This design comes from an exercise in tuning for small area, a short achievable clock period and few clock cycles on the open sky130 flow, not from production work.
The RTL was checked by simulation tests, not by an equivalence proof against the original design.
Power is estimated from default activity; no workload was simulated.

try-cedar:
==> flow/design.v (excerpt) <==
module nbc_stream_enc (
    input  wire        clk,
    input  wire        rst,
    input  wire        cmd_valid,
    output wire        cmd_ready,
    input  wire [31:0] cmd_count,
    input  wire [1:0]  cmd_mode,
    input  wire [63:0] cmd_acc,
    input  wire        in_valid,
    output wire        in_ready,
    input  wire [63:0] in_data,
    output wire        out_valid,
    input  wire        out_ready,
    output wire [63:0] out_data,
    output wire [3:0]  out_nbytes,
    output wire        out_last
);
Settings: LEC_CHECK=0, ABC_CLOCK_PERIOD_IN_PS=3500, CAP_MARGIN=20, CORE_MARGIN=2, CORE_UTILIZATION=40, SETUP_SLACK_MARGIN=4.5, SLEW_MARGIN=20; clock period 8.0 ns.
run.sh (not shown) runs the stock make flow with config.mk's settings and CLKGATE_MAP_FILE= SYNTH_SCRIPT=/design/flow/synth_recipe.tcl, a recipe that flattens the netlist after the stock synthesis.
Testbench counts of try-cedar, summed over its fixed seeds: cycles 15,210.
Inputs modified between try-cedar and try-garnet:
-- flow/config.mk --
<<< try-cedar, line 8
export ABC_CLOCK_PERIOD_IN_PS = 3500
>>> try-garnet, line 8
export ABC_CLOCK_PERIOD_IN_PS = 4000
<<< try-cedar, line 12
export SETUP_SLACK_MARGIN = 4.5
>>> try-garnet, line 12
export SETUP_SLACK_MARGIN = 4.2
Notes after the runs:
try-cedar was larger in final cell area than try-garnet.
Between try-garnet and try-cedar, it is try-garnet whose max-slew headroom at the worst pin is lower, by 0.71 points.
Measured against each other, try-cedar and try-garnet differ in delay contributed by the slowest stage of the critical path, the lower figure coming from try-garnet.
The lower worst setup margin of try-cedar and try-garnet is in try-cedar.
After synthesis and placement, the instance count of try-garnet is below that of try-cedar.

## try-juniper
nbc_stream_enc, a different RTL version from the one above (not shown whole).
For scale: ~240 I/O pins, ~48000 um^2 of cells after synthesis.
==> flow/design.v (excerpt) <==
module nbc_stream_enc (
    input  wire        clk,
    input  wire        rst,
    input  wire        cmd_valid,
    output wire        cmd_ready,
    input  wire [31:0] cmd_count,
    input  wire [1:0]  cmd_mode,
    input  wire [63:0] cmd_acc,
    input  wire        in_valid,
    output wire        in_ready,
    input  wire [63:0] in_data,
    output wire        out_valid,
    input  wire        out_ready,
    output wire [63:0] out_data,
    output wire [3:0]  out_nbytes,
    output wire        out_last
);
==> flow/config.mk <==
export PLATFORM = sky130hd
export DESIGN_NAME = nbc_stream_enc
export DESIGN_NICKNAME = nbc_stream_enc
export VERILOG_FILES = /design/flow/design.v
export SDC_FILE = /design/flow/constraint.sdc
export NUM_CORES = 4
export LEC_CHECK = 0
export ABC_CLOCK_PERIOD_IN_PS = 3600
export CAP_MARGIN = 5
export CORE_MARGIN = 2
export CORE_UTILIZATION = 40
export CTS_CLUSTER_DIAMETER = 110
export CTS_CLUSTER_SIZE = 25
export SETUP_SLACK_MARGIN = 4.7
export SLEW_MARGIN = 5
export TNS_END_PERCENT = 10
==> flow/constraint.sdc <==
create_clock -name core_clock -period 8.0 [get_ports {clk}]
set_input_delay 1.6000 -clock core_clock [delete_from_list [all_inputs] [get_ports {clk}]]
set_output_delay 1.6000 -clock core_clock [all_outputs]
set_load 0.01 [all_outputs]
standard.sh (not shown) runs the stock make flow with config.mk's settings and CLKGATE_MAP_FILE= SYNTH_SCRIPT=/design/flow/synth_recipe.tcl, a recipe that flattens the netlist after the stock synthesis.
==> flow/flow/run.sh <==
#!/bin/bash
# The standard layout, except that the I/O ports are buffered with
# sky130_fd_sc_hd__buf_2 cells instead of the delay buffers that buffer_ports
# picks by default. Every port still gets its own buffer.
set -euo pipefail
export BUFFER_PORTS_ARGS="-buffer_cell sky130_fd_sc_hd__buf_2"
bash standard.sh > standard_flow.log 2>&1
try-juniper did not stop at any stage, and its layout met the timing, design-rule and antenna checks.
Testbench counts of try-juniper, summed over its fixed seeds: cycles 15,253.
For try-sierra, these inputs were changed with respect to try-juniper:
- CTS_CLUSTER_DIAMETER removed (was 110)
- PLACE_DENSITY newly set to 0.7
- CTS_CLUSTER_SIZE removed (was 25)
- SLEW_MARGIN changed from 5 to 20
- SETUP_SLACK_MARGIN changed from 4.7 to 4.4
- CAP_MARGIN changed from 5 to 20
- CORE_UTILIZATION changed from 40 to 55
## What came out
try-sierra vs. try-juniper: placer congestion estimate moved up, proportion of power drawn by flip-flops and latches fell by 5.5 points, cell count of the worst reg-to-reg path fell 4, final worst hold slack shrank by 27 ps.
Here is what was changed in the inputs of try-raven compared with try-sierra.
- SLEW_MARGIN now 5, was 20
- CTS_CLUSTER_DIAMETER now 110, previously not set
- CAP_MARGIN now 5, was 20
- PLACE_DENSITY no longer set, was 0.7
- SETUP_SLACK_MARGIN now 4.6, was 4.4
- CORE_UTILIZATION now 40, was 55
- CTS_CLUSTER_SIZE now 25, previously not set
==> flow/flow/run.sh <==
#!/bin/bash
# The standard layout with two changes:
#  - synthesis runs the standard synthesis script (synth_recipe.tcl), except
#    that ABC maps the logic with its default script instead of ORFS's speed
#    script (no gate up-sizing or buffering during synthesis; the layout's
#    timing repair sizes what the timing needs). Registers are not touched by
#    ABC, so they are the standard synthesis's, with the same names and cells.
#  - the I/O ports are buffered with sky130_fd_sc_hd__buf_2 cells instead of
#    the delay buffers buffer_ports picks by default. Every port still gets
#    its own buffer.
# All tool output goes to standard_flow.log here and to ORFS's per-step logs
# under orfs/logs.
set -euo pipefail
W=$(pwd)
export BUFFER_PORTS_ARGS="-buffer_cell sky130_fd_sc_hd__buf_2"
{
  echo 'proc abc {args} { set i [lsearch -exact $args -script]; if {$i >= 0} { set args [lreplace $args $i [expr {$i + 1}]] }; yosys abc {*}$args }'
  cat synth_recipe.tcl
} > my_synth.tcl
sed "s#SYNTH_SCRIPT=[^ ]*#SYNTH_SCRIPT=$W/my_synth.tcl#" standard.sh > my_standard.sh
grep -q "SYNTH_SCRIPT=$W/my_synth.tcl" my_standard.sh
bash my_standard.sh > standard_flow.log 2>&1
--- outcome ---
- try-raven against try-sierra: number of fillers in the final layout now larger, sum of overflow across all layers after global routing now sits at about the same level.
- When try-raven is measured against try-sierra, its final instance area turns out 6.2% lower.
- Re sequential cell count: no difference whatsoever between try-sierra and try-raven.
- Taking try-sierra as 1.0, try-raven lands at 0.937 on multi-input combinational gate total.
- Delta (try-raven minus try-sierra): number of antenna violations at the first check in global routing higher; post-synthesis cell count lower; overall power lower; biggest cell delay along the critical path higher.
- Compared with try-sierra, placement density in the core of try-raven is lower.
- Compared to try-sierra, try-raven has area of the mapped netlist 2300 um^2 lower.
### try-raven -> try-onyx
- SLEW_MARGIN changed from 5 to 20
- SETUP_SLACK_MARGIN changed from 4.6 to 4.4
- CAP_MARGIN changed from 5 to 20
- CTS_CLUSTER_SIZE removed (was 25)
- CTS_CLUSTER_DIAMETER removed (was 110)
==> flow/flow/run.sh <==
#!/bin/bash
# The standard layout, except that the I/O ports are buffered with
# sky130_fd_sc_hd__buf_2 cells instead of the delay buffers that buffer_ports
# picks by default. Every port still gets its own buffer.
set -euo pipefail
export BUFFER_PORTS_ARGS="-buffer_cell sky130_fd_sc_hd__buf_2"
bash standard.sh > standard_flow.log 2>&1
==> summary.txt <==
- Every run (try-raven and try-onyx) finished clean.
- Against try-raven, try-onyx reports a global routing met3 resource utilization that is higher.
- As far as simple-gate area share of the yosys netlist is concerned, try-raven and try-onyx perform about the same.
- Measured against try-onyx, the clock power of try-raven comes out at 0.56 times the reference value.
- In the tables for try-raven and try-onyx, combinational power reads higher with try-raven.
- Power per cell area was lower in the run labelled try-raven.
- Cell area | try-onyx vs try-raven | try-onyx larger
- Worst slew margin relative to its limit was lower in try-raven than in try-onyx.
- [try-onyx] core occupancy in the finished layout rose 1.4 points relative to try-raven
- The synthesized area per cell in try-onyx sits about 1.1% below the value recorded for try-raven.
- The routed metal-1 wirelength number comes out lower for try-raven vs try-onyx.
- In the reports for try-raven and try-onyx, the smaller routed wire length belongs to try-raven.

==> what the ideal ports hide <==
The results above use ideal ports. As a check the final layouts listed here were re-extracted and re-timed, cells and wires unchanged.
Step 1 (the two cells are an assumption about what drives the block):
set clk [get_ports {clk}]
set_driving_cell -lib_cell sky130_fd_sc_hd__clkbuf_16 $clk
set_driving_cell -lib_cell sky130_fd_sc_hd__buf_2 [delete_from_list [all_inputs] $clk]
Step 2 also shifts input and output timing later by t, the mid clock arrival at the registers, as if the neighbouring blocks saw the same clock.
Three values: ideal, step 1, step 2; two values: the first two.
| run | t (ns) | setup slack, ns | hold WS [ns] |
|---|---|---|---|
| try-cedar | 0.740 | 3.794 / 3.731 / 3.731 | 0.403 / 0.403 / 0.403 |
| try-garnet | 0.732 | 3.822 / 3.759 / 3.660 | 0.409 / 0.409 / 0.409 |
| try-juniper | 0.712 | 4.286 / 4.207 / 3.895 | 0.419 / 0.419 / 0.419 |
| try-sierra | 0.726 | 4.177 / 4.144 / 3.677 | 0.392 / 0.392 / 0.392 |
| try-raven | 0.720 | 2.168 / 2.168 / 2.168 | 0.378 / 0.378 / 0.378 |
| try-onyx | 0.756 | 4.297 / 4.184 / 3.586 | 0.379 / 0.379 / 0.379 |
After both steps setup and hold are still met in every run listed. For try-onyx, which loses most, drivers alone change the setup slack by -0.113 ns; drivers and shift together by -0.711 ns.
